Background: an optimization exercise with open tools, aiming at small area, a short achievable clock period and few clock cycles. Do not read the settings as production practice.
Where RTL was checked, it was by simulation tests only, not by an equivalence proof against the original.
Only the layout flow was run in run 1; the RTL was not checked for function there.

==> flow/design.v (outline; a module is shown in full before it is edited, if it fits) <==
// module lz4crc: 815 lines
module lz4crc (
    input  wire        clk,
    input  wire        rst,             
    input  wire        cmd_valid,
    output wire        cmd_ready,
    input  wire [7:0]  cmd_op,
    input  wire [31:0] cmd_src,
    input  wire [31:0] cmd_len,
    input  wire [31:0] cmd_dst,
    input  wire [31:0] cmd_cap,
    output reg         done,
    output reg  [7:0]  status,
    output reg  [31:0] result,
    output wire        mem_req,
    output wire        mem_we,
    output wire [29:0] mem_addr,
    output wire [3:0]  mem_wstrb,
    output wire [31:0] mem_wdata,
    input  wire        mem_gnt,
    input  wire        mem_rvalid,
    input  wire [31:0] mem_rdata
);
  // ...
==> flow/run.sh <==
#!/bin/bash
# synth_recipe.tcl (not shown) runs the flow's synth.tcl, then flattens the netlist and writes it again
# the make line also repeats each setting of config.mk as NAME=value (left out here)
make -C /OpenROAD-flow-scripts/flow DESIGN_CONFIG=/design/flow/config.mk WORK_HOME=/design/flow/orfs CLKGATE_MAP_FILE= SYNTH_SCRIPT=/design/flow/synth_recipe.tcl finish
==> flow/config.mk <==
export PLATFORM = sky130hd
export DESIGN_NAME = lz4crc
export DESIGN_NICKNAME = lz4crc
export VERILOG_FILES = /design/flow/design.v
export SDC_FILE = /design/flow/constraint.sdc
export NUM_CORES = 4
export LEC_CHECK = 0
export CAP_MARGIN = 20
export CORE_MARGIN = 2
export CORE_UTILIZATION = 40
export SETUP_SLACK_MARGIN = 2.0
export SLEW_MARGIN = 20
==> flow/constraint.sdc <==
create_clock -name core_clock -period 8.0 [get_ports {clk}]
set_input_delay 1.6000 -clock core_clock [delete_from_list [all_inputs] [get_ports {clk}]]
set_output_delay 1.6000 -clock core_clock [all_outputs]
set_load 0.01 [all_outputs]
==> run notes, run 1 <==
DIE WIDTH around 330 um; #FFs+latches synth 419; status no timing/DRC/antenna violations; multi-input combinational area share 0.580; Worst Tran Pin Value 1.17 ns; unrepaired setup endpoints after global routing yes; Biggest register acc; H-Tree Depth 2; crit path from wp[1]; hold wc startpoint status[3]; vias post-DR 41328; utilization after layout 0.472; Area contributors post-synth edfxtp_1 26%, ha_1 8.6%, xnor2_1 7.3%; Non-clock buffers 458; final clock skew just under 0.07 ns; Detailed Route WL 185 mm; tap cells 1391; CP cell instances buf_8 > clkinvlp_4 > ha_2 > inv_1 > ha_1 > nand2b_1 > a21o_1 > a221oi_2 > nor3_2 > o21a_2 > nand2_8 > inv_8 > buf_12 > mux2i_4 > inv_1 > clkdlybuf4s50_1; NumNets Final 5689; sequential cell count 419; Synth async-reset ratio 0; CP max-delay cell clkdlybuf4s50_1; Initial DRC Count around 4700; Fillers 10236; Synth Instances 4966
==> module lz4crc, before the edit <==
module lz4crc (
    input  wire        clk,
    input  wire        rst,             
    input  wire        cmd_valid,
    output wire        cmd_ready,
    input  wire [7:0]  cmd_op,
    input  wire [31:0] cmd_src,
    input  wire [31:0] cmd_len,
    input  wire [31:0] cmd_dst,
    input  wire [31:0] cmd_cap,
    output reg         done,
    output reg  [7:0]  status,
    output reg  [31:0] result,
    output wire        mem_req,
    output wire        mem_we,
    output wire [29:0] mem_addr,
    output wire [3:0]  mem_wstrb,
    output wire [31:0] mem_wdata,
    input  wire        mem_gnt,
    input  wire        mem_rvalid,
    input  wire [31:0] mem_rdata
);
    localparam [7:0] ST_OK           = 8'h01;
    localparam [7:0] ST_SRC_OVERRUN  = 8'h20;
    localparam [7:0] ST_DST_OVERRUN  = 8'h21;
    localparam [7:0] ST_BAD_OFFSET   = 8'h22;
    localparam [7:0] ST_ILLEGAL_OP   = 8'h30;
    localparam [7:0] ST_BAD_RANGE    = 8'h31;
    localparam [7:0] ST_UNAVAILABLE  = 8'h32;
    localparam [1:0] K_ILL = 2'd0, K_CRC = 2'd1, K_COMP = 2'd2, K_DEC = 2'd3;
    localparam [3:0] S_IDLE  = 4'd0,
                     S_CHECK = 4'd1,
                     S_CRC   = 4'd2,
                     S_TOK   = 4'd3,     
                     S_LEXT  = 4'd4,     
                     S_LCHK  = 4'd5,     
                     S_LIT   = 4'd6,     
                     S_MEXT  = 4'd7,     
                     S_MCHK  = 4'd8,     
                     S_MCOPY = 4'd9,     
                     S_CHK2  = 4'd10;    
    reg [3:0]  state;
    reg [1:0]  kind;
    reg [31:0] sa;              
    reg [31:0] s_left;          
    reg [31:0] wp;              
    reg [31:0] c_left;          
    reg [31:0] opos;            
    reg [32:0] acc;             
    reg [3:0]  mnib;
    reg [15:0] offset;
    reg        se32, de32;      
    reg [29:0] rq;              
    reg [1:0]  pos;             
    reg [1:0]  nval;            
    reg [1:0]  outs;            
    reg [2:0]  disc;            
    reg [31:0] w0, w1, w2;
    reg        msrc;            
    reg        per;             
    reg        pf;              
    reg [1:0]  spos;            
    reg [1:0]  sf;              
    reg [1:0]  ph;              
    reg [1:0]  mw;              
    reg [3:0]  dh;              
    reg        az, alt4, ahi;   
    reg        snz, sone, sge4, shi;    
    function [31:0] crc_f32;
        input [31:0] x;
        begin
            crc_f32[0] = ((((x[1] ^ x[2]) ^ (x[4] ^ x[5])) ^ ((x[6] ^ x[7]) ^ (x[9] ^ (x[11] ^ x[14])))) ^ (((x[15] ^ x[16]) ^ (x[20] ^ x[23])) ^ ((x[24] ^ x[25]) ^ (x[26] ^ (x[27] ^ x[28])))));
            crc_f32[1] = ((((x[2] ^ x[3]) ^ (x[5] ^ x[6])) ^ ((x[7] ^ x[8]) ^ (x[10] ^ (x[12] ^ x[15])))) ^ (((x[16] ^ x[17]) ^ (x[21] ^ x[24])) ^ ((x[25] ^ x[26]) ^ (x[27] ^ (x[28] ^ x[29])))));
            crc_f32[2] = ((((x[3] ^ x[4]) ^ (x[6] ^ x[7])) ^ ((x[8] ^ x[9]) ^ (x[11] ^ (x[13] ^ x[16])))) ^ (((x[17] ^ x[18]) ^ (x[22] ^ x[25])) ^ ((x[26] ^ x[27]) ^ (x[28] ^ (x[29] ^ x[30])))));
            crc_f32[3] = ((((x[0] ^ x[4]) ^ (x[5] ^ x[7])) ^ ((x[8] ^ x[9]) ^ (x[10] ^ (x[12] ^ x[14])))) ^ (((x[17] ^ x[18]) ^ (x[19] ^ (x[23] ^ x[26]))) ^ ((x[27] ^ x[28]) ^ (x[29] ^ (x[30] ^ x[31])))));
            crc_f32[4] = ((((x[0] ^ x[2]) ^ (x[4] ^ x[7])) ^ ((x[8] ^ x[10]) ^ (x[13] ^ x[14]))) ^ (((x[16] ^ x[18]) ^ (x[19] ^ x[23])) ^ ((x[25] ^ x[26]) ^ (x[29] ^ (x[30] ^ x[31])))));
            crc_f32[5] = (((x[0] ^ (x[2] ^ x[3])) ^ ((x[4] ^ x[6]) ^ (x[7] ^ x[8]))) ^ (((x[16] ^ x[17]) ^ (x[19] ^ x[23])) ^ ((x[25] ^ x[28]) ^ (x[30] ^ x[31]))));
            crc_f32[6] = ((((x[2] ^ x[3]) ^ (x[6] ^ x[8])) ^ ((x[11] ^ x[14]) ^ (x[15] ^ x[16]))) ^ (((x[17] ^ x[18]) ^ (x[23] ^ x[25])) ^ ((x[27] ^ x[28]) ^ (x[29] ^ x[31]))));
            crc_f32[7] = ((((x[0] ^ x[1]) ^ (x[2] ^ x[3])) ^ ((x[5] ^ x[6]) ^ (x[11] ^ (x[12] ^ x[14])))) ^ (((x[17] ^ x[18]) ^ (x[19] ^ x[20])) ^ ((x[23] ^ x[25]) ^ (x[27] ^ (x[29] ^ x[30])))));
            crc_f32[8] = ((((x[1] ^ x[2]) ^ (x[3] ^ x[4])) ^ ((x[6] ^ x[7]) ^ (x[12] ^ (x[13] ^ x[15])))) ^ (((x[18] ^ x[19]) ^ (x[20] ^ x[21])) ^ ((x[24] ^ x[26]) ^ (x[28] ^ (x[30] ^ x[31])))));
            crc_f32[9] = ((((x[0] ^ x[1]) ^ (x[3] ^ x[6])) ^ ((x[8] ^ x[9]) ^ (x[11] ^ (x[13] ^ x[15])))) ^ (((x[19] ^ x[21]) ^ (x[22] ^ x[23])) ^ ((x[24] ^ x[26]) ^ (x[28] ^ (x[29] ^ x[31])))));
            crc_f32[10] = (((x[5] ^ x[6]) ^ (x[10] ^ (x[11] ^ x[12]))) ^ ((x[15] ^ (x[22] ^ x[26])) ^ (x[28] ^ (x[29] ^ x[30]))));
            crc_f32[11] = (((x[0] ^ (x[6] ^ x[7])) ^ (x[11] ^ (x[12] ^ x[13]))) ^ ((x[16] ^ (x[23] ^ x[27])) ^ (x[29] ^ (x[30] ^ x[31]))));
            crc_f32[12] = ((((x[2] ^ x[4]) ^ (x[5] ^ x[6])) ^ ((x[8] ^ x[9]) ^ (x[11] ^ (x[12] ^ x[13])))) ^ (((x[15] ^ x[16]) ^ (x[17] ^ (x[20] ^ x[23]))) ^ ((x[25] ^ x[26]) ^ (x[27] ^ (x[30] ^ x[31])))));
            crc_f32[13] = ((((x[0] ^ x[1]) ^ (x[2] ^ x[3])) ^ ((x[4] ^ x[10]) ^ (x[11] ^ x[12]))) ^ (((x[13] ^ x[15]) ^ (x[17] ^ x[18])) ^ ((x[20] ^ x[21]) ^ (x[23] ^ (x[25] ^ x[31])))));
            crc_f32[14] = ((((x[3] ^ x[6]) ^ (x[7] ^ x[9])) ^ ((x[12] ^ x[13]) ^ (x[15] ^ x[18]))) ^ (((x[19] ^ x[20]) ^ (x[21] ^ x[22])) ^ ((x[23] ^ x[25]) ^ (x[27] ^ x[28]))));
            crc_f32[15] = ((((x[0] ^ x[4]) ^ (x[7] ^ x[8])) ^ ((x[10] ^ x[13]) ^ (x[14] ^ x[16]))) ^ (((x[19] ^ x[20]) ^ (x[21] ^ x[22])) ^ ((x[23] ^ x[24]) ^ (x[26] ^ (x[28] ^ x[29])))));
            crc_f32[16] = ((((x[0] ^ x[1]) ^ (x[5] ^ x[8])) ^ ((x[9] ^ x[11]) ^ (x[14] ^ (x[15] ^ x[17])))) ^ (((x[20] ^ x[21]) ^ (x[22] ^ x[23])) ^ ((x[24] ^ x[25]) ^ (x[27] ^ (x[29] ^ x[30])))));
            crc_f32[17] = ((((x[1] ^ x[2]) ^ (x[6] ^ x[9])) ^ ((x[10] ^ x[12]) ^ (x[15] ^ (x[16] ^ x[18])))) ^ (((x[21] ^ x[22]) ^ (x[23] ^ x[24])) ^ ((x[25] ^ x[26]) ^ (x[28] ^ (x[30] ^ x[31])))));
            crc_f32[18] = ((((x[0] ^ x[1]) ^ (x[3] ^ x[4])) ^ ((x[5] ^ x[6]) ^ (x[9] ^ (x[10] ^ x[13])))) ^ (((x[14] ^ x[15]) ^ (x[17] ^ x[19])) ^ ((x[20] ^ x[22]) ^ (x[28] ^ (x[29] ^ x[31])))));
            crc_f32[19] = (((x[9] ^ x[10]) ^ (x[18] ^ (x[21] ^ x[24]))) ^ ((x[25] ^ (x[26] ^ x[27])) ^ (x[28] ^ (x[29] ^ x[30]))));
            crc_f32[20] = (((x[10] ^ x[11]) ^ (x[19] ^ (x[22] ^ x[25]))) ^ ((x[26] ^ (x[27] ^ x[28])) ^ (x[29] ^ (x[30] ^ x[31]))));
            crc_f32[21] = ((((x[1] ^ x[2]) ^ (x[4] ^ x[5])) ^ ((x[6] ^ x[7]) ^ (x[9] ^ x[12]))) ^ (((x[14] ^ x[15]) ^ (x[16] ^ x[24])) ^ ((x[25] ^ x[29]) ^ (x[30] ^ x[31]))));
            crc_f32[22] = ((((x[0] ^ x[1]) ^ (x[3] ^ x[4])) ^ ((x[8] ^ x[9]) ^ (x[10] ^ (x[11] ^ x[13])))) ^ (((x[14] ^ x[17]) ^ (x[20] ^ x[23])) ^ ((x[24] ^ x[27]) ^ (x[28] ^ (x[30] ^ x[31])))));
            crc_f32[23] = (((x[6] ^ (x[7] ^ x[10])) ^ (x[12] ^ (x[16] ^ x[18]))) ^ ((x[20] ^ (x[21] ^ x[23])) ^ ((x[26] ^ x[27]) ^ (x[29] ^ x[31]))));
            crc_f32[24] = ((((x[0] ^ x[1]) ^ (x[2] ^ (x[4] ^ x[5]))) ^ ((x[6] ^ x[8]) ^ (x[9] ^ (x[13] ^ x[14])))) ^ (((x[15] ^ x[16]) ^ (x[17] ^ (x[19] ^ x[20]))) ^ ((x[21] ^ (x[22] ^ x[23])) ^ (x[25] ^ (x[26] ^ x[30])))));
            crc_f32[25] = ((((x[1] ^ x[2]) ^ (x[3] ^ (x[5] ^ x[6]))) ^ ((x[7] ^ x[9]) ^ (x[10] ^ (x[14] ^ x[15])))) ^ (((x[16] ^ x[17]) ^ (x[18] ^ (x[20] ^ x[21]))) ^ ((x[22] ^ (x[23] ^ x[24])) ^ (x[26] ^ (x[27] ^ x[31])))));
            crc_f32[26] = (((x[0] ^ (x[1] ^ x[3])) ^ ((x[5] ^ x[8]) ^ (x[9] ^ x[10]))) ^ (((x[14] ^ x[17]) ^ (x[18] ^ x[19])) ^ ((x[20] ^ x[21]) ^ (x[22] ^ x[26]))));
            crc_f32[27] = ((((x[0] ^ x[1]) ^ (x[2] ^ x[4])) ^ ((x[6] ^ x[9]) ^ (x[10] ^ x[11]))) ^ (((x[15] ^ x[18]) ^ (x[19] ^ x[20])) ^ ((x[21] ^ x[22]) ^ (x[23] ^ x[27]))));
            crc_f32[28] = ((((x[0] ^ x[1]) ^ (x[2] ^ x[3])) ^ ((x[5] ^ x[7]) ^ (x[10] ^ x[11]))) ^ (((x[12] ^ x[16]) ^ (x[19] ^ x[20])) ^ ((x[21] ^ x[22]) ^ (x[23] ^ (x[24] ^ x[28])))));
            crc_f32[29] = ((((x[1] ^ x[2]) ^ (x[3] ^ x[4])) ^ ((x[6] ^ x[8]) ^ (x[11] ^ x[12]))) ^ (((x[13] ^ x[17]) ^ (x[20] ^ x[21])) ^ ((x[22] ^ x[23]) ^ (x[24] ^ (x[25] ^ x[29])))));
            crc_f32[30] = ((((x[0] ^ x[2]) ^ (x[3] ^ x[4])) ^ ((x[5] ^ x[7]) ^ (x[9] ^ (x[12] ^ x[13])))) ^ (((x[14] ^ x[18]) ^ (x[21] ^ x[22])) ^ ((x[23] ^ x[24]) ^ (x[25] ^ (x[26] ^ x[30])))));
            crc_f32[31] = ((((x[0] ^ x[1]) ^ (x[3] ^ x[4])) ^ ((x[5] ^ x[6]) ^ (x[8] ^ (x[10] ^ x[13])))) ^ (((x[14] ^ x[15]) ^ (x[19] ^ (x[22] ^ x[23]))) ^ ((x[24] ^ x[25]) ^ (x[26] ^ (x[27] ^ x[31])))));
        end
    endfunction
    function [1:0] per_rel;
        input [1:0] j;
        input [2:0] off;
        input [1:0] ph;
        input [1:0] wl;
        case ({j, off, ph, wl})
            {2'd0, 3'd2, 2'd1, 2'd0}: per_rel = 2'd1;
            {2'd0, 3'd2, 2'd3, 2'd0}: per_rel = 2'd1;
            {2'd0, 3'd3, 2'd1, 2'd0}: per_rel = 2'd1;
            {2'd0, 3'd3, 2'd2, 2'd0}: per_rel = 2'd2;
            {2'd0, 3'd4, 2'd1, 2'd0}: per_rel = 2'd1;
            {2'd0, 3'd4, 2'd2, 2'd0}: per_rel = 2'd2;
            {2'd0, 3'd4, 2'd3, 2'd0}: per_rel = 2'd3;
            {2'd1, 3'd2, 2'd0, 2'd0}: per_rel = 2'd1;
            {2'd1, 3'd2, 2'd1, 2'd1}: per_rel = 2'd1;
            {2'd1, 3'd2, 2'd2, 2'd0}: per_rel = 2'd1;
            {2'd1, 3'd2, 2'd3, 2'd1}: per_rel = 2'd1;
            {2'd1, 3'd3, 2'd0, 2'd0}: per_rel = 2'd1;
            {2'd1, 3'd3, 2'd1, 2'd0}: per_rel = 2'd2;
            {2'd1, 3'd3, 2'd1, 2'd1}: per_rel = 2'd1;
            {2'd1, 3'd3, 2'd2, 2'd1}: per_rel = 2'd2;
            {2'd1, 3'd3, 2'd3, 2'd0}: per_rel = 2'd1;
            {2'd1, 3'd4, 2'd0, 2'd0}: per_rel = 2'd1;
            {2'd1, 3'd4, 2'd1, 2'd0}: per_rel = 2'd2;
            {2'd1, 3'd4, 2'd1, 2'd1}: per_rel = 2'd1;
            {2'd1, 3'd4, 2'd2, 2'd0}: per_rel = 2'd3;
            {2'd1, 3'd4, 2'd2, 2'd1}: per_rel = 2'd2;
            {2'd1, 3'd4, 2'd3, 2'd1}: per_rel = 2'd3;
            {2'd2, 3'd2, 2'd0, 2'd1}: per_rel = 2'd1;
            {2'd2, 3'd2, 2'd1, 2'd0}: per_rel = 2'd1;
            {2'd2, 3'd2, 2'd1, 2'd2}: per_rel = 2'd1;
            {2'd2, 3'd2, 2'd2, 2'd1}: per_rel = 2'd1;
            {2'd2, 3'd2, 2'd3, 2'd0}: per_rel = 2'd1;
            {2'd2, 3'd2, 2'd3, 2'd2}: per_rel = 2'd1;
            {2'd2, 3'd3, 2'd0, 2'd0}: per_rel = 2'd2;
            {2'd2, 3'd3, 2'd0, 2'd1}: per_rel = 2'd1;
            {2'd2, 3'd3, 2'd1, 2'd1}: per_rel = 2'd2;
            {2'd2, 3'd3, 2'd1, 2'd2}: per_rel = 2'd1;
            {2'd2, 3'd3, 2'd2, 2'd0}: per_rel = 2'd1;
            {2'd2, 3'd3, 2'd2, 2'd2}: per_rel = 2'd2;
            {2'd2, 3'd3, 2'd3, 2'd0}: per_rel = 2'd2;
            {2'd2, 3'd3, 2'd3, 2'd1}: per_rel = 2'd1;
            {2'd2, 3'd4, 2'd0, 2'd0}: per_rel = 2'd2;
            {2'd2, 3'd4, 2'd0, 2'd1}: per_rel = 2'd1;
            {2'd2, 3'd4, 2'd1, 2'd0}: per_rel = 2'd3;
            {2'd2, 3'd4, 2'd1, 2'd1}: per_rel = 2'd2;
            {2'd2, 3'd4, 2'd1, 2'd2}: per_rel = 2'd1;
            {2'd2, 3'd4, 2'd2, 2'd1}: per_rel = 2'd3;
            {2'd2, 3'd4, 2'd2, 2'd2}: per_rel = 2'd2;
            {2'd2, 3'd4, 2'd3, 2'd0}: per_rel = 2'd1;
            {2'd2, 3'd4, 2'd3, 2'd2}: per_rel = 2'd3;
            {2'd3, 3'd2, 2'd0, 2'd0}: per_rel = 2'd1;
            {2'd3, 3'd2, 2'd0, 2'd2}: per_rel = 2'd1;
            {2'd3, 3'd2, 2'd1, 2'd1}: per_rel = 2'd1;
            {2'd3, 3'd2, 2'd1, 2'd3}: per_rel = 2'd1;
            {2'd3, 3'd2, 2'd2, 2'd0}: per_rel = 2'd1;
            {2'd3, 3'd2, 2'd2, 2'd2}: per_rel = 2'd1;
            {2'd3, 3'd2, 2'd3, 2'd1}: per_rel = 2'd1;
            {2'd3, 3'd2, 2'd3, 2'd3}: per_rel = 2'd1;
            {2'd3, 3'd3, 2'd0, 2'd1}: per_rel = 2'd2;
            {2'd3, 3'd3, 2'd0, 2'd2}: per_rel = 2'd1;
            {2'd3, 3'd3, 2'd1, 2'd0}: per_rel = 2'd1;
            {2'd3, 3'd3, 2'd1, 2'd2}: per_rel = 2'd2;
            {2'd3, 3'd3, 2'd1, 2'd3}: per_rel = 2'd1;
            {2'd3, 3'd3, 2'd2, 2'd0}: per_rel = 2'd2;
            {2'd3, 3'd3, 2'd2, 2'd1}: per_rel = 2'd1;
            {2'd3, 3'd3, 2'd2, 2'd3}: per_rel = 2'd2;
            {2'd3, 3'd3, 2'd3, 2'd1}: per_rel = 2'd2;
            {2'd3, 3'd3, 2'd3, 2'd2}: per_rel = 2'd1;
            {2'd3, 3'd4, 2'd0, 2'd0}: per_rel = 2'd3;
            {2'd3, 3'd4, 2'd0, 2'd1}: per_rel = 2'd2;
            {2'd3, 3'd4, 2'd0, 2'd2}: per_rel = 2'd1;
            {2'd3, 3'd4, 2'd1, 2'd1}: per_rel = 2'd3;
            {2'd3, 3'd4, 2'd1, 2'd2}: per_rel = 2'd2;
            {2'd3, 3'd4, 2'd1, 2'd3}: per_rel = 2'd1;
            {2'd3, 3'd4, 2'd2, 2'd0}: per_rel = 2'd1;
            {2'd3, 3'd4, 2'd2, 2'd2}: per_rel = 2'd3;
            {2'd3, 3'd4, 2'd2, 2'd3}: per_rel = 2'd2;
            {2'd3, 3'd4, 2'd3, 2'd0}: per_rel = 2'd2;
            {2'd3, 3'd4, 2'd3, 2'd1}: per_rel = 2'd1;
            {2'd3, 3'd4, 2'd3, 2'd3}: per_rel = 2'd3;
            default: per_rel = 2'd0;
        endcase
    endfunction
    wire [1:0] wl      = wp[1:0];
    wire       st_lit  = (state == S_LIT);
    wire       st_copy = st_lit || (state == S_MCOPY);
    wire       acc_nz  = !az;
    wire       st_off  = st_lit && !acc_nz;             
    wire       st_ext  = (state == S_LEXT) || (state == S_MEXT);
    wire       st_hdr1 = (state == S_TOK) || st_ext;    
    wire       use_per = (state == S_MCOPY) && per;
    wire [1:0] xl      = wl;
    wire [2:0] off3    = offset[2:0];
    wire [63:0] wb = {w1, w0};
    wire [31:0] y  = wb[8*pos +: 32];
    reg  [31:0] xw;
    integer j;
    reg [2:0] d, rel;
    always @(*) begin
        for (j = 0; j < 4; j = j + 1) begin
            d = j[2:0] - {1'b0, xl};
            rel = use_per ? {1'b0, per_rel(j[1:0], off3, ph, xl)} : d;
            xw[8*j +: 8] = y[8*rel[1:0] +: 8];
        end
    end
    wire [2:0] room    = 3'd4 - {1'b0, wl};
    wire       acc_lo8 = (acc[32:3] == 30'd0);
    wire [2:0] acc_d3  = acc[2:0] - ncopy;
    wire       acc_lt4 = alt4;
    wire [2:0] ncopy   = (acc_lt4 && ({1'b0, acc[1:0]} < room)) ? {1'b0, acc[1:0]} : room;
    wire       s_ge4   = sge4;
    wire       s_nz    = snz;
    wire       s_one   = sone;
    wire [3:0] have    = {nval, 2'b00};                 
    wire [2:0] nhdr    = st_off ? 3'd2 : (state == S_CRC) ? (s_ge4 ? 3'd4 : 3'd1) : 3'd1;
    wire [2:0] nwr     = use_per ? off3 : ncopy;
    wire [2:0] nhdr_c  = (st_copy && acc_nz) ? ncopy : nhdr;    
    wire [2:0] nneed   = st_copy && acc_nz ? nwr : nhdr;
    function fits4;
        input [1:0] p;
        input [2:0] n;
        case (p)
            2'd0: fits4 = 1'b1;
            2'd1: fits4 = (n <= 3'd3);
            2'd2: fits4 = (n <= 3'd2);
            default: fits4 = (n <= 3'd1);
        endcase
    endfunction
    function fits3;
        input [1:0] p;
        input [2:0] n;
        case (p)
            2'd0: fits3 = (n <= 3'd3);
            2'd1: fits3 = (n <= 3'd2);
            2'd2: fits3 = (n <= 3'd1);
            default: fits3 = (n == 3'd0);
        endcase
    endfunction
    wire       have_ok = nval[1] || (nval[0] && fits4(pos, nneed));
    wire wr_rdy  = st_copy && acc_nz && have_ok;
    wire hdr_rdy = (st_hdr1 || (state == S_CRC) || (st_off && !s_one)) && s_nz && have_ok;
    function gt_thr;
        input [3:0] v;
        input [1:0] nv;
        input [1:0] no;
        input [1:0] p;
        input [1:0] e;
        case ({nv, no, p, e})
            {2'd0, 2'd0, 2'd0, 2'd0}: gt_thr = (v > 4'd0);
            {2'd0, 2'd0, 2'd0, 2'd1}: gt_thr = 1'b1;
            {2'd0, 2'd0, 2'd0, 2'd2}: gt_thr = 1'b1;
            {2'd0, 2'd0, 2'd0, 2'd3}: gt_thr = 1'b1;
            {2'd0, 2'd0, 2'd1, 2'd0}: gt_thr = 1'b1;
            {2'd0, 2'd0, 2'd1, 2'd1}: gt_thr = 1'b1;
            {2'd0, 2'd0, 2'd1, 2'd2}: gt_thr = 1'b1;
            {2'd0, 2'd0, 2'd1, 2'd3}: gt_thr = 1'b1;
            {2'd0, 2'd0, 2'd2, 2'd0}: gt_thr = 1'b1;
            {2'd0, 2'd0, 2'd2, 2'd1}: gt_thr = 1'b1;
            {2'd0, 2'd0, 2'd2, 2'd2}: gt_thr = 1'b1;
            {2'd0, 2'd0, 2'd2, 2'd3}: gt_thr = 1'b1;
            {2'd0, 2'd0, 2'd3, 2'd0}: gt_thr = 1'b1;
            {2'd0, 2'd0, 2'd3, 2'd1}: gt_thr = 1'b1;
            {2'd0, 2'd0, 2'd3, 2'd2}: gt_thr = 1'b1;
            {2'd0, 2'd0, 2'd3, 2'd3}: gt_thr = 1'b1;
            {2'd0, 2'd1, 2'd0, 2'd0}: gt_thr = (v > 4'd4);
            {2'd0, 2'd1, 2'd0, 2'd1}: gt_thr = (v > 4'd3);
            {2'd0, 2'd1, 2'd0, 2'd2}: gt_thr = (v > 4'd2);
            {2'd0, 2'd1, 2'd0, 2'd3}: gt_thr = (v > 4'd1);
            {2'd0, 2'd1, 2'd1, 2'd0}: gt_thr = (v > 4'd3);
            {2'd0, 2'd1, 2'd1, 2'd1}: gt_thr = (v > 4'd2);
            {2'd0, 2'd1, 2'd1, 2'd2}: gt_thr = (v > 4'd1);
            {2'd0, 2'd1, 2'd1, 2'd3}: gt_thr = (v > 4'd0);
            {2'd0, 2'd1, 2'd2, 2'd0}: gt_thr = (v > 4'd2);
            {2'd0, 2'd1, 2'd2, 2'd1}: gt_thr = (v > 4'd1);
            {2'd0, 2'd1, 2'd2, 2'd2}: gt_thr = (v > 4'd0);
            {2'd0, 2'd1, 2'd2, 2'd3}: gt_thr = 1'b1;
            {2'd0, 2'd1, 2'd3, 2'd0}: gt_thr = (v > 4'd1);
            {2'd0, 2'd1, 2'd3, 2'd1}: gt_thr = (v > 4'd0);
            {2'd0, 2'd1, 2'd3, 2'd2}: gt_thr = 1'b1;
            {2'd0, 2'd1, 2'd3, 2'd3}: gt_thr = 1'b1;
            {2'd0, 2'd2, 2'd0, 2'd0}: gt_thr = (v > 4'd8);
            {2'd0, 2'd2, 2'd0, 2'd1}: gt_thr = (v > 4'd7);
            {2'd0, 2'd2, 2'd0, 2'd2}: gt_thr = (v > 4'd6);
            {2'd0, 2'd2, 2'd0, 2'd3}: gt_thr = (v > 4'd5);
            {2'd0, 2'd2, 2'd1, 2'd0}: gt_thr = (v > 4'd7);
            {2'd0, 2'd2, 2'd1, 2'd1}: gt_thr = (v > 4'd6);
            {2'd0, 2'd2, 2'd1, 2'd2}: gt_thr = (v > 4'd5);
            {2'd0, 2'd2, 2'd1, 2'd3}: gt_thr = (v > 4'd4);
            {2'd0, 2'd2, 2'd2, 2'd0}: gt_thr = (v > 4'd6);
            {2'd0, 2'd2, 2'd2, 2'd1}: gt_thr = (v > 4'd5);
            {2'd0, 2'd2, 2'd2, 2'd2}: gt_thr = (v > 4'd4);
            {2'd0, 2'd2, 2'd2, 2'd3}: gt_thr = (v > 4'd3);
            {2'd0, 2'd2, 2'd3, 2'd0}: gt_thr = (v > 4'd5);
            {2'd0, 2'd2, 2'd3, 2'd1}: gt_thr = (v > 4'd4);
            {2'd0, 2'd2, 2'd3, 2'd2}: gt_thr = (v > 4'd3);
            {2'd0, 2'd2, 2'd3, 2'd3}: gt_thr = (v > 4'd2);
            {2'd0, 2'd3, 2'd0, 2'd0}: gt_thr = (v > 4'd12);
            {2'd0, 2'd3, 2'd0, 2'd1}: gt_thr = (v > 4'd11);
            {2'd0, 2'd3, 2'd0, 2'd2}: gt_thr = (v > 4'd10);
            {2'd0, 2'd3, 2'd0, 2'd3}: gt_thr = (v > 4'd9);
            {2'd0, 2'd3, 2'd1, 2'd0}: gt_thr = (v > 4'd11);
            {2'd0, 2'd3, 2'd1, 2'd1}: gt_thr = (v > 4'd10);
            {2'd0, 2'd3, 2'd1, 2'd2}: gt_thr = (v > 4'd9);
            {2'd0, 2'd3, 2'd1, 2'd3}: gt_thr = (v > 4'd8);
            {2'd0, 2'd3, 2'd2, 2'd0}: gt_thr = (v > 4'd10);
            {2'd0, 2'd3, 2'd2, 2'd1}: gt_thr = (v > 4'd9);
            {2'd0, 2'd3, 2'd2, 2'd2}: gt_thr = (v > 4'd8);
            {2'd0, 2'd3, 2'd2, 2'd3}: gt_thr = (v > 4'd7);
            {2'd0, 2'd3, 2'd3, 2'd0}: gt_thr = (v > 4'd9);
            {2'd0, 2'd3, 2'd3, 2'd1}: gt_thr = (v > 4'd8);
            {2'd0, 2'd3, 2'd3, 2'd2}: gt_thr = (v > 4'd7);
            {2'd0, 2'd3, 2'd3, 2'd3}: gt_thr = (v > 4'd6);
            {2'd1, 2'd0, 2'd0, 2'd0}: gt_thr = (v > 4'd4);
            {2'd1, 2'd0, 2'd0, 2'd1}: gt_thr = (v > 4'd3);
            {2'd1, 2'd0, 2'd0, 2'd2}: gt_thr = (v > 4'd2);
            {2'd1, 2'd0, 2'd0, 2'd3}: gt_thr = (v > 4'd1);
            {2'd1, 2'd0, 2'd1, 2'd0}: gt_thr = (v > 4'd3);
            {2'd1, 2'd0, 2'd1, 2'd1}: gt_thr = (v > 4'd2);
            {2'd1, 2'd0, 2'd1, 2'd2}: gt_thr = (v > 4'd1);
            {2'd1, 2'd0, 2'd1, 2'd3}: gt_thr = (v > 4'd0);
            {2'd1, 2'd0, 2'd2, 2'd0}: gt_thr = (v > 4'd2);
            {2'd1, 2'd0, 2'd2, 2'd1}: gt_thr = (v > 4'd1);
            {2'd1, 2'd0, 2'd2, 2'd2}: gt_thr = (v > 4'd0);
            {2'd1, 2'd0, 2'd2, 2'd3}: gt_thr = 1'b1;
            {2'd1, 2'd0, 2'd3, 2'd0}: gt_thr = (v > 4'd1);
            {2'd1, 2'd0, 2'd3, 2'd1}: gt_thr = (v > 4'd0);
            {2'd1, 2'd0, 2'd3, 2'd2}: gt_thr = 1'b1;
            {2'd1, 2'd0, 2'd3, 2'd3}: gt_thr = 1'b1;
            {2'd1, 2'd1, 2'd0, 2'd0}: gt_thr = (v > 4'd8);
            {2'd1, 2'd1, 2'd0, 2'd1}: gt_thr = (v > 4'd7);
            {2'd1, 2'd1, 2'd0, 2'd2}: gt_thr = (v > 4'd6);
            {2'd1, 2'd1, 2'd0, 2'd3}: gt_thr = (v > 4'd5);
            {2'd1, 2'd1, 2'd1, 2'd0}: gt_thr = (v > 4'd7);
            {2'd1, 2'd1, 2'd1, 2'd1}: gt_thr = (v > 4'd6);
            {2'd1, 2'd1, 2'd1, 2'd2}: gt_thr = (v > 4'd5);
            {2'd1, 2'd1, 2'd1, 2'd3}: gt_thr = (v > 4'd4);
            {2'd1, 2'd1, 2'd2, 2'd0}: gt_thr = (v > 4'd6);
            {2'd1, 2'd1, 2'd2, 2'd1}: gt_thr = (v > 4'd5);
            {2'd1, 2'd1, 2'd2, 2'd2}: gt_thr = (v > 4'd4);
            {2'd1, 2'd1, 2'd2, 2'd3}: gt_thr = (v > 4'd3);
            {2'd1, 2'd1, 2'd3, 2'd0}: gt_thr = (v > 4'd5);
            {2'd1, 2'd1, 2'd3, 2'd1}: gt_thr = (v > 4'd4);
            {2'd1, 2'd1, 2'd3, 2'd2}: gt_thr = (v > 4'd3);
            {2'd1, 2'd1, 2'd3, 2'd3}: gt_thr = (v > 4'd2);
            {2'd1, 2'd2, 2'd0, 2'd0}: gt_thr = (v > 4'd12);
            {2'd1, 2'd2, 2'd0, 2'd1}: gt_thr = (v > 4'd11);
            {2'd1, 2'd2, 2'd0, 2'd2}: gt_thr = (v > 4'd10);
            {2'd1, 2'd2, 2'd0, 2'd3}: gt_thr = (v > 4'd9);
            {2'd1, 2'd2, 2'd1, 2'd0}: gt_thr = (v > 4'd11);
            {2'd1, 2'd2, 2'd1, 2'd1}: gt_thr = (v > 4'd10);
            {2'd1, 2'd2, 2'd1, 2'd2}: gt_thr = (v > 4'd9);
            {2'd1, 2'd2, 2'd1, 2'd3}: gt_thr = (v > 4'd8);
            {2'd1, 2'd2, 2'd2, 2'd0}: gt_thr = (v > 4'd10);
            {2'd1, 2'd2, 2'd2, 2'd1}: gt_thr = (v > 4'd9);
            {2'd1, 2'd2, 2'd2, 2'd2}: gt_thr = (v > 4'd8);
            {2'd1, 2'd2, 2'd2, 2'd3}: gt_thr = (v > 4'd7);
            {2'd1, 2'd2, 2'd3, 2'd0}: gt_thr = (v > 4'd9);
            {2'd1, 2'd2, 2'd3, 2'd1}: gt_thr = (v > 4'd8);
            {2'd1, 2'd2, 2'd3, 2'd2}: gt_thr = (v > 4'd7);
            {2'd1, 2'd2, 2'd3, 2'd3}: gt_thr = (v > 4'd6);
            {2'd1, 2'd3, 2'd0, 2'd0}: gt_thr = 1'b0;
            {2'd1, 2'd3, 2'd0, 2'd1}: gt_thr = 1'b0;
            {2'd1, 2'd3, 2'd0, 2'd2}: gt_thr = (v > 4'd14);
            {2'd1, 2'd3, 2'd0, 2'd3}: gt_thr = (v > 4'd13);
            {2'd1, 2'd3, 2'd1, 2'd0}: gt_thr = 1'b0;
            {2'd1, 2'd3, 2'd1, 2'd1}: gt_thr = (v > 4'd14);
            {2'd1, 2'd3, 2'd1, 2'd2}: gt_thr = (v > 4'd13);
            {2'd1, 2'd3, 2'd1, 2'd3}: gt_thr = (v > 4'd12);
            {2'd1, 2'd3, 2'd2, 2'd0}: gt_thr = (v > 4'd14);
            {2'd1, 2'd3, 2'd2, 2'd1}: gt_thr = (v > 4'd13);
            {2'd1, 2'd3, 2'd2, 2'd2}: gt_thr = (v > 4'd12);
            {2'd1, 2'd3, 2'd2, 2'd3}: gt_thr = (v > 4'd11);
            {2'd1, 2'd3, 2'd3, 2'd0}: gt_thr = (v > 4'd13);
            {2'd1, 2'd3, 2'd3, 2'd1}: gt_thr = (v > 4'd12);
            {2'd1, 2'd3, 2'd3, 2'd2}: gt_thr = (v > 4'd11);
            {2'd1, 2'd3, 2'd3, 2'd3}: gt_thr = (v > 4'd10);
            {2'd2, 2'd0, 2'd0, 2'd0}: gt_thr = (v > 4'd8);
            {2'd2, 2'd0, 2'd0, 2'd1}: gt_thr = (v > 4'd7);
            {2'd2, 2'd0, 2'd0, 2'd2}: gt_thr = (v > 4'd6);
            {2'd2, 2'd0, 2'd0, 2'd3}: gt_thr = (v > 4'd5);
            {2'd2, 2'd0, 2'd1, 2'd0}: gt_thr = (v > 4'd7);
            {2'd2, 2'd0, 2'd1, 2'd1}: gt_thr = (v > 4'd6);
            {2'd2, 2'd0, 2'd1, 2'd2}: gt_thr = (v > 4'd5);
            {2'd2, 2'd0, 2'd1, 2'd3}: gt_thr = (v > 4'd4);
            {2'd2, 2'd0, 2'd2, 2'd0}: gt_thr = (v > 4'd6);
            {2'd2, 2'd0, 2'd2, 2'd1}: gt_thr = (v > 4'd5);
            {2'd2, 2'd0, 2'd2, 2'd2}: gt_thr = (v > 4'd4);
            {2'd2, 2'd0, 2'd2, 2'd3}: gt_thr = (v > 4'd3);
            {2'd2, 2'd0, 2'd3, 2'd0}: gt_thr = (v > 4'd5);
            {2'd2, 2'd0, 2'd3, 2'd1}: gt_thr = (v > 4'd4);
            {2'd2, 2'd0, 2'd3, 2'd2}: gt_thr = (v > 4'd3);
            {2'd2, 2'd0, 2'd3, 2'd3}: gt_thr = (v > 4'd2);
            {2'd2, 2'd1, 2'd0, 2'd0}: gt_thr = (v > 4'd12);
            {2'd2, 2'd1, 2'd0, 2'd1}: gt_thr = (v > 4'd11);
            {2'd2, 2'd1, 2'd0, 2'd2}: gt_thr = (v > 4'd10);
            {2'd2, 2'd1, 2'd0, 2'd3}: gt_thr = (v > 4'd9);
            {2'd2, 2'd1, 2'd1, 2'd0}: gt_thr = (v > 4'd11);
            {2'd2, 2'd1, 2'd1, 2'd1}: gt_thr = (v > 4'd10);
            {2'd2, 2'd1, 2'd1, 2'd2}: gt_thr = (v > 4'd9);
            {2'd2, 2'd1, 2'd1, 2'd3}: gt_thr = (v > 4'd8);
            {2'd2, 2'd1, 2'd2, 2'd0}: gt_thr = (v > 4'd10);
            {2'd2, 2'd1, 2'd2, 2'd1}: gt_thr = (v > 4'd9);
            {2'd2, 2'd1, 2'd2, 2'd2}: gt_thr = (v > 4'd8);
            {2'd2, 2'd1, 2'd2, 2'd3}: gt_thr = (v > 4'd7);
            {2'd2, 2'd1, 2'd3, 2'd0}: gt_thr = (v > 4'd9);
            {2'd2, 2'd1, 2'd3, 2'd1}: gt_thr = (v > 4'd8);
            {2'd2, 2'd1, 2'd3, 2'd2}: gt_thr = (v > 4'd7);
            {2'd2, 2'd1, 2'd3, 2'd3}: gt_thr = (v > 4'd6);
            {2'd2, 2'd2, 2'd0, 2'd0}: gt_thr = 1'b0;
            {2'd2, 2'd2, 2'd0, 2'd1}: gt_thr = 1'b0;
            {2'd2, 2'd2, 2'd0, 2'd2}: gt_thr = (v > 4'd14);
            {2'd2, 2'd2, 2'd0, 2'd3}: gt_thr = (v > 4'd13);
            {2'd2, 2'd2, 2'd1, 2'd0}: gt_thr = 1'b0;
            {2'd2, 2'd2, 2'd1, 2'd1}: gt_thr = (v > 4'd14);
            {2'd2, 2'd2, 2'd1, 2'd2}: gt_thr = (v > 4'd13);
            {2'd2, 2'd2, 2'd1, 2'd3}: gt_thr = (v > 4'd12);
            {2'd2, 2'd2, 2'd2, 2'd0}: gt_thr = (v > 4'd14);
            {2'd2, 2'd2, 2'd2, 2'd1}: gt_thr = (v > 4'd13);
            {2'd2, 2'd2, 2'd2, 2'd2}: gt_thr = (v > 4'd12);
            {2'd2, 2'd2, 2'd2, 2'd3}: gt_thr = (v > 4'd11);
            {2'd2, 2'd2, 2'd3, 2'd0}: gt_thr = (v > 4'd13);
            {2'd2, 2'd2, 2'd3, 2'd1}: gt_thr = (v > 4'd12);
            {2'd2, 2'd2, 2'd3, 2'd2}: gt_thr = (v > 4'd11);
            {2'd2, 2'd2, 2'd3, 2'd3}: gt_thr = (v > 4'd10);
            {2'd2, 2'd3, 2'd0, 2'd0}: gt_thr = 1'b0;
            {2'd2, 2'd3, 2'd0, 2'd1}: gt_thr = 1'b0;
            {2'd2, 2'd3, 2'd0, 2'd2}: gt_thr = 1'b0;
            {2'd2, 2'd3, 2'd0, 2'd3}: gt_thr = 1'b0;
            {2'd2, 2'd3, 2'd1, 2'd0}: gt_thr = 1'b0;
            {2'd2, 2'd3, 2'd1, 2'd1}: gt_thr = 1'b0;
            {2'd2, 2'd3, 2'd1, 2'd2}: gt_thr = 1'b0;
            {2'd2, 2'd3, 2'd1, 2'd3}: gt_thr = 1'b0;
            {2'd2, 2'd3, 2'd2, 2'd0}: gt_thr = 1'b0;
            {2'd2, 2'd3, 2'd2, 2'd1}: gt_thr = 1'b0;
            {2'd2, 2'd3, 2'd2, 2'd2}: gt_thr = 1'b0;
            {2'd2, 2'd3, 2'd2, 2'd3}: gt_thr = 1'b0;
            {2'd2, 2'd3, 2'd3, 2'd0}: gt_thr = 1'b0;
            {2'd2, 2'd3, 2'd3, 2'd1}: gt_thr = 1'b0;
            {2'd2, 2'd3, 2'd3, 2'd2}: gt_thr = 1'b0;
            {2'd2, 2'd3, 2'd3, 2'd3}: gt_thr = (v > 4'd14);
            {2'd3, 2'd0, 2'd0, 2'd0}: gt_thr = (v > 4'd12);
            {2'd3, 2'd0, 2'd0, 2'd1}: gt_thr = (v > 4'd11);
            {2'd3, 2'd0, 2'd0, 2'd2}: gt_thr = (v > 4'd10);
            {2'd3, 2'd0, 2'd0, 2'd3}: gt_thr = (v > 4'd9);
            {2'd3, 2'd0, 2'd1, 2'd0}: gt_thr = (v > 4'd11);
            {2'd3, 2'd0, 2'd1, 2'd1}: gt_thr = (v > 4'd10);
            {2'd3, 2'd0, 2'd1, 2'd2}: gt_thr = (v > 4'd9);
            {2'd3, 2'd0, 2'd1, 2'd3}: gt_thr = (v > 4'd8);
            {2'd3, 2'd0, 2'd2, 2'd0}: gt_thr = (v > 4'd10);
            {2'd3, 2'd0, 2'd2, 2'd1}: gt_thr = (v > 4'd9);
            {2'd3, 2'd0, 2'd2, 2'd2}: gt_thr = (v > 4'd8);
            {2'd3, 2'd0, 2'd2, 2'd3}: gt_thr = (v > 4'd7);
            {2'd3, 2'd0, 2'd3, 2'd0}: gt_thr = (v > 4'd9);
            {2'd3, 2'd0, 2'd3, 2'd1}: gt_thr = (v > 4'd8);
            {2'd3, 2'd0, 2'd3, 2'd2}: gt_thr = (v > 4'd7);
            {2'd3, 2'd0, 2'd3, 2'd3}: gt_thr = (v > 4'd6);
            {2'd3, 2'd1, 2'd0, 2'd0}: gt_thr = 1'b0;
            {2'd3, 2'd1, 2'd0, 2'd1}: gt_thr = 1'b0;
            {2'd3, 2'd1, 2'd0, 2'd2}: gt_thr = (v > 4'd14);
            {2'd3, 2'd1, 2'd0, 2'd3}: gt_thr = (v > 4'd13);
            {2'd3, 2'd1, 2'd1, 2'd0}: gt_thr = 1'b0;
            {2'd3, 2'd1, 2'd1, 2'd1}: gt_thr = (v > 4'd14);
            {2'd3, 2'd1, 2'd1, 2'd2}: gt_thr = (v > 4'd13);
            {2'd3, 2'd1, 2'd1, 2'd3}: gt_thr = (v > 4'd12);
            {2'd3, 2'd1, 2'd2, 2'd0}: gt_thr = (v > 4'd14);
            {2'd3, 2'd1, 2'd2, 2'd1}: gt_thr = (v > 4'd13);
            {2'd3, 2'd1, 2'd2, 2'd2}: gt_thr = (v > 4'd12);
            {2'd3, 2'd1, 2'd2, 2'd3}: gt_thr = (v > 4'd11);
            {2'd3, 2'd1, 2'd3, 2'd0}: gt_thr = (v > 4'd13);
            {2'd3, 2'd1, 2'd3, 2'd1}: gt_thr = (v > 4'd12);
            {2'd3, 2'd1, 2'd3, 2'd2}: gt_thr = (v > 4'd11);
            {2'd3, 2'd1, 2'd3, 2'd3}: gt_thr = (v > 4'd10);
            {2'd3, 2'd2, 2'd0, 2'd0}: gt_thr = 1'b0;
            {2'd3, 2'd2, 2'd0, 2'd1}: gt_thr = 1'b0;
            {2'd3, 2'd2, 2'd0, 2'd2}: gt_thr = 1'b0;
            {2'd3, 2'd2, 2'd0, 2'd3}: gt_thr = 1'b0;
            {2'd3, 2'd2, 2'd1, 2'd0}: gt_thr = 1'b0;
            {2'd3, 2'd2, 2'd1, 2'd1}: gt_thr = 1'b0;
            {2'd3, 2'd2, 2'd1, 2'd2}: gt_thr = 1'b0;
            {2'd3, 2'd2, 2'd1, 2'd3}: gt_thr = 1'b0;
            {2'd3, 2'd2, 2'd2, 2'd0}: gt_thr = 1'b0;
            {2'd3, 2'd2, 2'd2, 2'd1}: gt_thr = 1'b0;
            {2'd3, 2'd2, 2'd2, 2'd2}: gt_thr = 1'b0;
            {2'd3, 2'd2, 2'd2, 2'd3}: gt_thr = 1'b0;
            {2'd3, 2'd2, 2'd3, 2'd0}: gt_thr = 1'b0;
            {2'd3, 2'd2, 2'd3, 2'd1}: gt_thr = 1'b0;
            {2'd3, 2'd2, 2'd3, 2'd2}: gt_thr = 1'b0;
            {2'd3, 2'd2, 2'd3, 2'd3}: gt_thr = (v > 4'd14);
            {2'd3, 2'd3, 2'd0, 2'd0}: gt_thr = 1'b0;
            {2'd3, 2'd3, 2'd0, 2'd1}: gt_thr = 1'b0;
            {2'd3, 2'd3, 2'd0, 2'd2}: gt_thr = 1'b0;
            {2'd3, 2'd3, 2'd0, 2'd3}: gt_thr = 1'b0;
            {2'd3, 2'd3, 2'd1, 2'd0}: gt_thr = 1'b0;
            {2'd3, 2'd3, 2'd1, 2'd1}: gt_thr = 1'b0;
            {2'd3, 2'd3, 2'd1, 2'd2}: gt_thr = 1'b0;
            {2'd3, 2'd3, 2'd1, 2'd3}: gt_thr = 1'b0;
            {2'd3, 2'd3, 2'd2, 2'd0}: gt_thr = 1'b0;
            {2'd3, 2'd3, 2'd2, 2'd1}: gt_thr = 1'b0;
            {2'd3, 2'd3, 2'd2, 2'd2}: gt_thr = 1'b0;
            {2'd3, 2'd3, 2'd2, 2'd3}: gt_thr = 1'b0;
            {2'd3, 2'd3, 2'd3, 2'd0}: gt_thr = 1'b0;
            {2'd3, 2'd3, 2'd3, 2'd1}: gt_thr = 1'b0;
            {2'd3, 2'd3, 2'd3, 2'd2}: gt_thr = 1'b0;
            {2'd3, 2'd3, 2'd3, 2'd3}: gt_thr = 1'b0;
            default: gt_thr = 1'b0;
        endcase
    endfunction
    wire       s_more = s_nz && (shi || gt_thr(s_left[3:0], nval, outs, pos, 2'd0));
    wire       a_more = ahi || gt_thr(acc[3:0], nval, outs, pos, msrc ? 2'd0 : 2'd2);
    wire       h_more = gt_thr(4'd0, nval, outs, pos, 2'd1);
    wire       w_room = (nval == 2'd0) ? (outs != 2'd3) : (nval == 2'd1) ? !outs[1] : (nval == 2'd2) ? (outs == 2'd0) : 1'b0;
    reg        lim_ok;
    always @(*) begin
        case (state)
            S_LIT:   lim_ok = a_more;       
            S_MEXT:  lim_ok = h_more;
            S_MCHK:  lim_ok = 1'b0;
            default: lim_ok = 1'b1;
        endcase
    end
    wire       rd_act = (state != S_IDLE) && (state != S_CHECK) && (state != S_CHK2);
    wire       pf_ok  = s_nz && (shi || gt_thr(s_left[3:0], sf, 2'd0, spos, 2'd0));
    wire       rd_ok  = msrc ? (per ? (mw != 2'd0) : pf ? pf_ok : ((dh != 4'd0) && a_more)) : (s_more && lim_ok);
    wire       w_full3 = (nval == 2'd3) ? (outs == 2'd0) : (nval == 2'd2) ? (outs == 2'd1) :
                         (nval == 2'd1) ? (outs == 2'd2) : (outs == 2'd3);
    wire       h_shift = hdr_rdy && !fits3(pos, nhdr);
    wire       rd_rdy = rd_act && !wr_rdy && (w_room || (w_full3 && h_shift)) && !disc[2] && rd_ok;
    assign mem_req   = wr_rdy || rd_rdy;
    assign mem_we    = wr_rdy;
    assign mem_addr  = wr_rdy ? wp[31:2] : rq;
    wire [29:0] addr_inc = mem_addr + 30'd1;
    wire [2:0]  wl_n     = {1'b0, wl} + ncopy;
    wire        wp_c     = wl_n[2];
    wire [3:0] lanes_n = (ncopy == 3'd1) ? 4'b0001 : (ncopy == 3'd2) ? 4'b0011 :
                         (ncopy == 3'd3) ? 4'b0111 : 4'b1111;
    assign mem_wstrb = wr_rdy ? (lanes_n << wl) : 4'b0000;
    assign mem_wdata = xw;
    assign cmd_ready = (state == S_IDLE);
    wire wr_go = wr_rdy && mem_gnt;
    wire rd_go = rd_rdy && mem_gnt;
    wire       cons   = hdr_rdy || (wr_go && !use_per);
    wire [2:0] ncons  = nhdr_c;
    wire [2:0] posn   = {1'b0, pos} + ncons;
    wire       xdrop  = (state == S_MCOPY) && !acc_nz && pf && (pos != 2'd0);
    wire       shift  = (cons && !fits3(pos, ncons)) || xdrop;
    wire       load   = mem_rvalid && (disc == 3'd0);
    wire       drop   = mem_rvalid && (disc != 3'd0);
    wire [1:0] nv_s   = nval - {1'b0, shift};
    wire [1:0] outs_n = outs + {1'b0, rd_go} - {1'b0, load};
    wire [2:0] disc_d = disc - {2'b0, drop};
    wire [2:0] disc_n = disc_d + {1'b0, outs_n};
    wire [7:0] hb = y[7:0];    
    wire        chk      = (state == S_CHECK);
    wire        mchk     = (state == S_MCHK);
    wire [15:0] offv     = st_off ? y[15:0] : offset;
    wire        mchk2    = mchk || st_off;
    wire [31:0] sas_a    = mchk2 ? wp : sa;
    wire [31:0] sas_b    = mchk2 ? {16'd0, offv} : s_left;
    wire [32:0] sas      = chk ? ({1'b0, sas_a} + {1'b0, sas_b}) : ({1'b0, sas_a} - {1'b0, sas_b});
    wire        st_tok   = (state == S_TOK);
    wire [31:0] lopnd    = st_tok ? {28'd0, hb[7:4]} : st_off ? {27'd0, {1'b0, mnib} + 5'd4} : acc[31:0];
    wire [32:0] opa      = {1'b0, opos} + {1'b0, lopnd};            
    wire [32:0] cla      = {1'b0, c_left} - {1'b0, lopnd};
    wire        tok_gt_s = !shi && (s_left[3:0] <= hb[7:4]);
    wire        tok_gt_c = (c_left[31:4] == 28'd0) && (c_left[3:0] < hb[7:4]);
    wire        acc_gt_c = acc[32] || cla[32];
    wire        acc_gt_s = acc[32] || (acc[31:0] > s_left);
    wire [31:0] sln      = s_left - {29'd0, nhdr_c};
    wire        src_wrap = se32 && (sa != 32'd0);
    wire        dst_wrap = de32 && (opos != 32'd0);
    wire        overlap  = (s_left != 32'd0) && (c_left != 32'd0) &&
                           ({1'b0, rq, pos} < {de32, opos}) && ({1'b0, wp} < {se32, sa});
    wire [32:0] acc_sum  = {1'b0, acc[31:0]} + (st_copy ? {30'h3FFFFFFF, ~ncopy + 3'd1} : {25'd0, hb});
    wire [31:0] mstart   = sas[31:0];
    wire [6:0]  dh0      = ({1'b0, offv[5:0]} + 7'd3 - {5'd0, wl}) >> 2;      
    wire [1:0]  ms_lo    = wl - offv[1:0];                                      
    wire        bad_off  = (offv == 16'd0) || (opos[31:16] == 16'd0 && offv > opos[15:0]);
    wire        crc_tail = !s_ge4;
    wire [31:0] crc_in   = crc_tail ? {c_left[7:0] ^ hb, 24'd0} : (c_left ^ y);
    wire [31:0] crc_nx   = crc_f32(crc_in) ^ (crc_tail ? {8'd0, c_left[31:8]} : 32'd0);
    always @(posedge clk) begin
        if (rst) begin
            state  <= S_IDLE;
            done   <= 1'b0;
            status <= 8'h00;
            result <= 32'd0;
            nval   <= 2'd0;
            outs   <= 2'd0;
            disc   <= 3'd0;
            msrc   <= 1'b0;
            per    <= 1'b0;
            pf     <= 1'b0;
        end else begin
            done <= 1'b0;
            if (cons) pos <= posn[1:0];
            if (shift) begin
                w0 <= w1;
                w1 <= w2;
            end
            if (load) begin
                if ((nval == 2'd0) || (nval == 2'd1 && shift)) w0 <= mem_rdata;
                if ((nval == 2'd1 && !shift) || (nval == 2'd2 && shift)) w1 <= mem_rdata;
                if ((nval == 2'd2 && !shift) || (nval == 2'd3 && shift)) w2 <= mem_rdata;
            end
            nval <= nv_s + {1'b0, load};
            outs <= outs_n;
            disc <= disc_d;
            if (rd_go) rq <= addr_inc;
            if (rd_go && pf) sf <= sf + 2'd1;
            if (rd_go && msrc) begin
                mw <= mw - 2'd1;
                dh <= dh - 4'd1;
            end
            if (wr_go) begin
                wp  <= {wp_c ? addr_inc : wp[31:2], wl_n[1:0]};
                acc  <= acc_sum;
                az   <= acc_lo8 && (acc[2:0] <= room);
                alt4 <= acc_lo8 && !acc_d3[2];
                ahi  <= (acc[32:5] != 28'd0) || (acc[4] && (acc[3:0] >= {1'b0, ncopy}));
                if (({1'b0, wl} + ncopy) == 3'd4 && dh != 4'd15) dh <= dh + 4'd1;
                if (use_per)
                    case (off3)
                        3'd1: ph <= 2'd0;
                        3'd2: ph <= {1'b0, ph[0] ^ ncopy[0]};
                        3'd3: ph <= (({1'b0, ph} + ncopy) >= 3'd6) ? ({1'b0, ph} + ncopy - 3'd6) :
                                    (({1'b0, ph} + ncopy) >= 3'd3) ? ({1'b0, ph} + ncopy - 3'd3) :
                                    ({1'b0, ph} + ncopy);
                        default: ph <= ph + ncopy[1:0];
                    endcase
            end
            if (cons && state != S_MCOPY)
                set_sl(sln);
            case (state)
                S_IDLE: begin
                    if (cmd_valid) begin
                        kind   <= (cmd_op >= 8'h01 && cmd_op <= 8'h04) ? K_CRC :
                                  (cmd_op == 8'h10) ? K_COMP : (cmd_op == 8'h11) ? K_DEC : K_ILL;
                        sa     <= cmd_src;
                        set_sl(cmd_len);
                        wp     <= cmd_dst;
                        opos   <= cmd_dst;
                        set_acc({1'b0, cmd_cap});
                        state  <= S_CHECK;
                    end
                end
                S_CHECK: begin
                    sa     <= sas[31:0];
                    se32   <= sas[32];
                    opos   <= opa[31:0];
                    de32   <= opa[32];
                    c_left <= acc[31:0];
                    rq     <= sa[31:2];
                    pos    <= sa[1:0];
                    state  <= S_CHK2;
                end
                S_CHK2: begin
                    nval   <= 2'd0;
                    msrc   <= 1'b0;
                    per    <= 1'b0;
                    opos   <= 32'd0;
                    if (kind == K_CRC) c_left <= 32'hFFFFFFFF;
                    case (kind)
                        K_CRC: begin
                            if (src_wrap) finish(ST_BAD_RANGE, 32'd0);
                            else          state <= S_CRC;
                        end
                        K_COMP: finish(ST_UNAVAILABLE, 32'd0);
                        K_DEC: begin
                            if (src_wrap || dst_wrap || overlap) finish(ST_BAD_RANGE, 32'd0);
                            else                                  state <= S_TOK;
                        end
                        default: finish(ST_ILLEGAL_OP, 32'd0);
                    endcase
                end
                S_CRC: begin
                    if (!s_nz) finish(ST_OK, ~c_left);
                    else if (hdr_rdy) c_left <= crc_nx;
                end
                S_TOK: begin
                    if (!s_nz) finish(ST_SRC_OVERRUN, 32'd0);
                    else if (hdr_rdy) begin
                        mnib  <= hb[3:0];
                        set_acc({29'd0, hb[7:4]});
                        if (hb[7:4] == 4'hF) state <= S_LEXT;
                        else begin
                            c_left <= cla[31:0];
                            opos   <= opa[31:0];
                            if (tok_gt_s)      finish(ST_SRC_OVERRUN, 32'd0);
                            else if (tok_gt_c) finish(ST_DST_OVERRUN, 32'd0);
                            else               state <= S_LIT;
                        end
                    end
                end
                S_LEXT, S_MEXT: begin
                    if (!s_nz) finish(ST_SRC_OVERRUN, 32'd0);
                    else if (hdr_rdy) begin
                        acc <= {acc[32] | acc_sum[32], acc_sum[31:0]};    
                        if (hb != 8'hFF) state <= (state == S_LEXT) ? S_LCHK : S_MCHK;
                    end
                end
                S_LCHK: begin
                    az   <= (acc == 33'd0);
                    alt4 <= (acc[32:2] == 31'd0);
                    ahi  <= (acc[32:4] != 29'd0);
                    c_left <= cla[31:0];
                    opos   <= opa[31:0];
                    if (acc_gt_s)      finish(ST_SRC_OVERRUN, 32'd0);
                    else if (acc_gt_c) finish(ST_DST_OVERRUN, 32'd0);
                    else               state <= S_LIT;
                end
                S_LIT: begin
                    if (!acc_nz) begin
                        if (!s_nz)      finish(ST_OK, opos);
                        else if (s_one) finish(ST_SRC_OVERRUN, 32'd0);
                        else if (hdr_rdy) begin
                            offset <= y[15:0];
                            set_acc({29'd0, mnib} + 33'd4);
                            if (mnib == 4'hF) state <= S_MEXT;
                            else              match_start;
                        end
                    end
                end
                S_MCHK: begin
                    az   <= 1'b0;                    
                    alt4 <= 1'b0;
                    ahi  <= (acc[32:4] != 29'd0);
                    match_start;
                end
                S_MCOPY: begin
                    if (!acc_nz && pf) begin
                        pos   <= spos;
                        msrc  <= 1'b0;
                        pf    <= 1'b0;
                        state <= S_TOK;
                    end else if (acc_nz && !per && !pf && !a_more) begin
                        pf   <= 1'b1;
                        rq   <= sas[31:2];
                        spos <= sas[1:0];
                        sf   <= 2'd0;
                    end else if (!acc_nz) begin
                        rq   <= sas[31:2];
                        pos  <= sas[1:0];    
                        nval <= 2'd0;
                        outs <= 2'd0;
                        disc <= disc_n;
                        msrc <= 1'b0;
                        per  <= 1'b0;
                        state <= S_TOK;
                    end
                end
                default: state <= S_IDLE;
            endcase
        end
    end
    task match_start;
        begin
                        c_left <= cla[31:0];
                        opos   <= opa[31:0];
                        rq   <= mstart[31:2];
                        pos  <= mstart[1:0];
                        nval <= 2'd0;
                        outs <= 2'd0;
                        disc <= disc_n;
                        msrc <= 1'b1;
                        pf   <= 1'b0;
                        per  <= (offv[15:3] == 13'd0) && (offv[2:0] <= 3'd4);
                        ph   <= 2'd0;
                        mw   <= (({1'b0, ms_lo} + offv[2:0] - 3'd1) >= 3'd4) ? 2'd2 : 2'd1;
                        dh   <= (offv[15:6] != 10'd0 || dh0[4]) ? 4'd15 : dh0[3:0];
                        if (bad_off)       finish(ST_BAD_OFFSET, 32'd0);
                        else if (acc_gt_c) finish(ST_DST_OVERRUN, 32'd0);
                        else               state <= S_MCOPY;
        end
    endtask
    task set_acc;
        input [32:0] v;
        begin
            acc  <= v;
            az   <= (v == 33'd0);
            alt4 <= (v[32:2] == 31'd0);
            ahi  <= (v[32:4] != 29'd0);
        end
    endtask
    task set_sl;
        input [31:0] v;
        begin
            s_left <= v;
            snz    <= (v != 32'd0);
            sone   <= (v == 32'd1);
            sge4   <= (v[31:2] != 30'd0);
            shi    <= (v[31:4] != 28'd0);
        end
    endtask
    task finish;
        input [7:0]  code;
        input [31:0] value;
        begin
            status <= code;
            result <= value;
            done   <= 1'b1;
            state  <= S_IDLE;
            nval   <= 2'd0;
            outs   <= 2'd0;
            disc   <= disc_n;
            msrc   <= 1'b0;
            per    <= 1'b0;
        end
    endtask
endmodule
==> run 2: changes to the inputs <==
--- a/flow/design.v
+++ b/flow/design.v
@@ -552,2 +552,6 @@
     wire       load   = mem_rvalid && (disc == 3'd0);
+    wire       fwd    = wr_go && msrc && !per && !pf && (dh == 4'd0) && (wl == 2'd0) &&
+                        (ncopy == 3'd4) && (outs == 2'd0) && a_more && (nv_s != 2'd3);
+    wire       wld    = load || fwd;
+    wire [31:0] wdat  = fwd ? xw : mem_rdata;
     wire       drop   = mem_rvalid && (disc != 3'd0);
@@ -605,11 +609,11 @@
             end
-            if (load) begin
-                if ((nval == 2'd0) || (nval == 2'd1 && shift)) w0 <= mem_rdata;
-                if ((nval == 2'd1 && !shift) || (nval == 2'd2 && shift)) w1 <= mem_rdata;
-                if ((nval == 2'd2 && !shift) || (nval == 2'd3 && shift)) w2 <= mem_rdata;
+            if (wld) begin
+                if ((nval == 2'd0) || (nval == 2'd1 && shift)) w0 <= wdat;
+                if ((nval == 2'd1 && !shift) || (nval == 2'd2 && shift)) w1 <= wdat;
+                if ((nval == 2'd2 && !shift) || (nval == 2'd3 && shift)) w2 <= wdat;
             end
-            nval <= nv_s + {1'b0, load};
+            nval <= nv_s + {1'b0, wld};
             outs <= outs_n;
             disc <= disc_d;
-            if (rd_go) rq <= addr_inc;
+            if (rd_go || fwd) rq <= addr_inc;
             if (rd_go && pf) sf <= sf + 2'd1;
@@ -625,3 +629,3 @@
                 ahi  <= (acc[32:5] != 28'd0) || (acc[4] && (acc[3:0] >= {1'b0, ncopy}));
-                if (({1'b0, wl} + ncopy) == 3'd4 && dh != 4'd15) dh <= dh + 4'd1;
+                if (({1'b0, wl} + ncopy) == 3'd4 && dh != 4'd15 && !fwd) dh <= dh + 4'd1;
                 if (use_per)
--- a/flow/config.mk
+++ b/flow/config.mk
@@ -10,3 +10,3 @@
 export CORE_UTILIZATION = 40
-export SETUP_SLACK_MARGIN = 2.0
+export SETUP_SLACK_MARGIN = 2.5
 export SLEW_MARGIN = 20
==> run 2 against run 1 <==
Global-route usage up 1.7 points. Register-to-register slack better by 0.24 ns. Die area up 1.2%. Via count up 4.9%. Routed wire length up 8.0%. Maximum frequency up 5.1%. Worst setup slack better by 0.29 ns. Area after synthesis up 1.3%.
==> run notes, run 2 <==
CP max-delay cell mux4_2; Startpoint Class register; CTS Sinks approximately 420; Core Region approximately 110000 um2; first-pass GRT wire length 284 mm; final clock skew 0.0381 ns (-0.0315 ns); Worst Tran Pin Value 1.17 ns (+0.00295 ns); R2R cell count 22; leading area contributor after synthesis edfxtp_1; DP Wirelength 148 mm; Root Driver clkbuf_16; Setup CP Type reg2reg; CP cell instances buf_4 > buf_12 > buf_4 > mux4_2 > mux2i_4 > mux2_2 > nand3b_1 > buf_4 > o31a_4 > o21ai_0 > nand3_2 > ha_4 > and3_1 > nand2_2 > nor4_4 > o2bb2ai_4 > o41ai_4 > o21ai_2 > a31o_1 > buf_4 > a41o_1 > nor3_1; DIE WIDTH 332 um (+0.62%); CTS tree yes; Mapped Area 43000 um2; vias post-DR 43373 (+4.9%); Seq/Total Area, Yosys 0.280; DRC Markers 0; Final Max Tran Viols 0; Fillers 10228 (-0.078%); antenna viol nets, final 0; RD Place Congestion 0.999; Synth cell types 128; IO Pins 283; reg2reg setup slack 2.32 ns; Bufs on Longest Clock Path 3; Hold Slack between 0.4 and 0.5 ns; Worst Path Required 8.42 ns; Largest register FFs 33; Hold Path Stages 1; Area contributors post-synth edfxtp_1 25%, ha_1 8.6%, xnor2_1 7.2%; H-Tree Depth 2 (unchanged); Initial DRC Count 5439 (+15%); Die Ht 332 um; period utilisation layout 0.710; clock slew at reported path FFs roughly 0.07 ns; worst skew pair latency between 0.6 and 0.7 ns; final hold vios 0; synthesis-to-finish area growth 23.5%; max_slew headroom 0.212; status no timing/DRC/antenna violations; Post-synth EDFFs 364; Detailed Route WL 200 mm (+8.0%); #FFs+latches synth 419 (unchanged); RR Endpoint se32; CTS buffer count between 50 and 60; unrepaired setup endpoints after global routing yes; Final Setup Violations 0; minimum clock period 5.68 ns; initial antenna violation count 9; commonest non-fill, non-tap cell in the layout nand2_1; grt total ovfl 0; NumNets Final 5886 (+3.5%); WL per Instance a little under 30 um; most numerous cell in the Yosys netlist nand2_1; Synth Instances 4978 (+0.24%); Site Rows 120; CP Buf/Inv Count 5; hold wc startpoint status[4]; Placement Setup Slack 1.03 ns; Tot GR Track Use 0.346; area of the multi-input gates 30400 um2; Biggest register acc; # hold bufs at CTS 0; Synth async-reset ratio 0 (unchanged)
==> run 2: cells by family after synthesis <==
logic type,share of synthesized area
compound gates,0.209
flops,0.280
buf+inv,0.0549
simple gates,0.173
fa+ha+maj,0.0900
xor+xnor,0.110
mux,0.0845
==> run 2: worst register-to-register path, delay by kind of cell (launching register included) <==
kind / cells / cell delay (ns)
compound gates: 7 / 1.55
fa+ha+maj: 1 / 0.32
buf+inv: 5 / 0.80
flops: 1 / 0.45
mux: 3 / 1.20
simple gates: 6 / 1.10
==> run 2: worst max-delay path by stage <==
stage / start / endpoint / cells after the start
2_1_floorplan: wp[0] / w2[0] / 25
3_3_place_gp: wp[1] / sge4 / 20
3_5_place_dp: wp[1] / sge4 / 20
4_1_cts: wp[1] / mem_addr[5] / 14
5_1_grt: pos[1] / se32 / 24
6_report: pos[1] / se32 / 22
==> run 2: timing repair <==
item	4_1_cts	5_1_grt
gates resized for setup	342	214
setup endpoints to repair	381	286
setup buffers	137	68
pin swaps	56	46
gates cloned	14	2
==> run 2: final cells by class <==
cell class              count  area share
clock inverters            42     0.00770
clock buffers              60      0.0270
diodes                      3    0.000141
flip-flops and latches    419       0.227
multi-input cells        4009       0.572
repair inverters            6     0.00163
repair buffers            614       0.109
well taps                1403      0.0330
inverters                 306      0.0224
==> run 2: through the flow <==
stage,cells,instance area [um2],util
finish,6862,53100,0.497
global route,6859,53100,0.497
CTS,6789,51800,0.484
detailed placement,6536,47500,0.445
global placement,6536,47500,0.445
floorplan,4978,43100,-
==> run 2: metal layers <==
metal | share of wire | GRT usage
met4 | 0.073 | 0.209
met2 | 0.43 | 0.530
met5 | 0.00012 | 0
met3 | 0.10 | 0.0636
met1 | 0.39 | 0.453
Testbench counts of run 2, summed over its fixed seeds: cycles 72,177.

## port drivers added, routing unchanged
The flow's constraints put no driver on any port. The routed layouts listed below were extracted and timed again, unchanged, in two steps.
Step 1 (the two cells are an assumption about what drives the block):
set clk [get_ports {clk}]
set_driving_cell -lib_cell sky130_fd_sc_hd__clkbuf_16 $clk
set_driving_cell -lib_cell sky130_fd_sc_hd__buf_2 [delete_from_list [all_inputs] $clk]
Step 2 moves the port delays by t, midway between the first and last clock arrival at a register: inputs arrive t later, outputs are due t later. That takes back most of the time a late clock gives input paths.
Three values: no drivers, after step 1, after step 2; two values: the first two.
run | t, ns | slack for setup (ns) | hold slack, ns | slew at the worst register clock pin (ns)
run 1 | 0.742 | 2.030 / 1.959 / 2.081 | 0.460 / 0.460 / 0.460 | 0.07 / 0.07
run 2 | 0.742 | 2.322 / 2.322 / 2.322 | 0.455 / 0.455 / 0.455 | 0.07 / 0.07
After both steps every run listed still meets setup and hold.
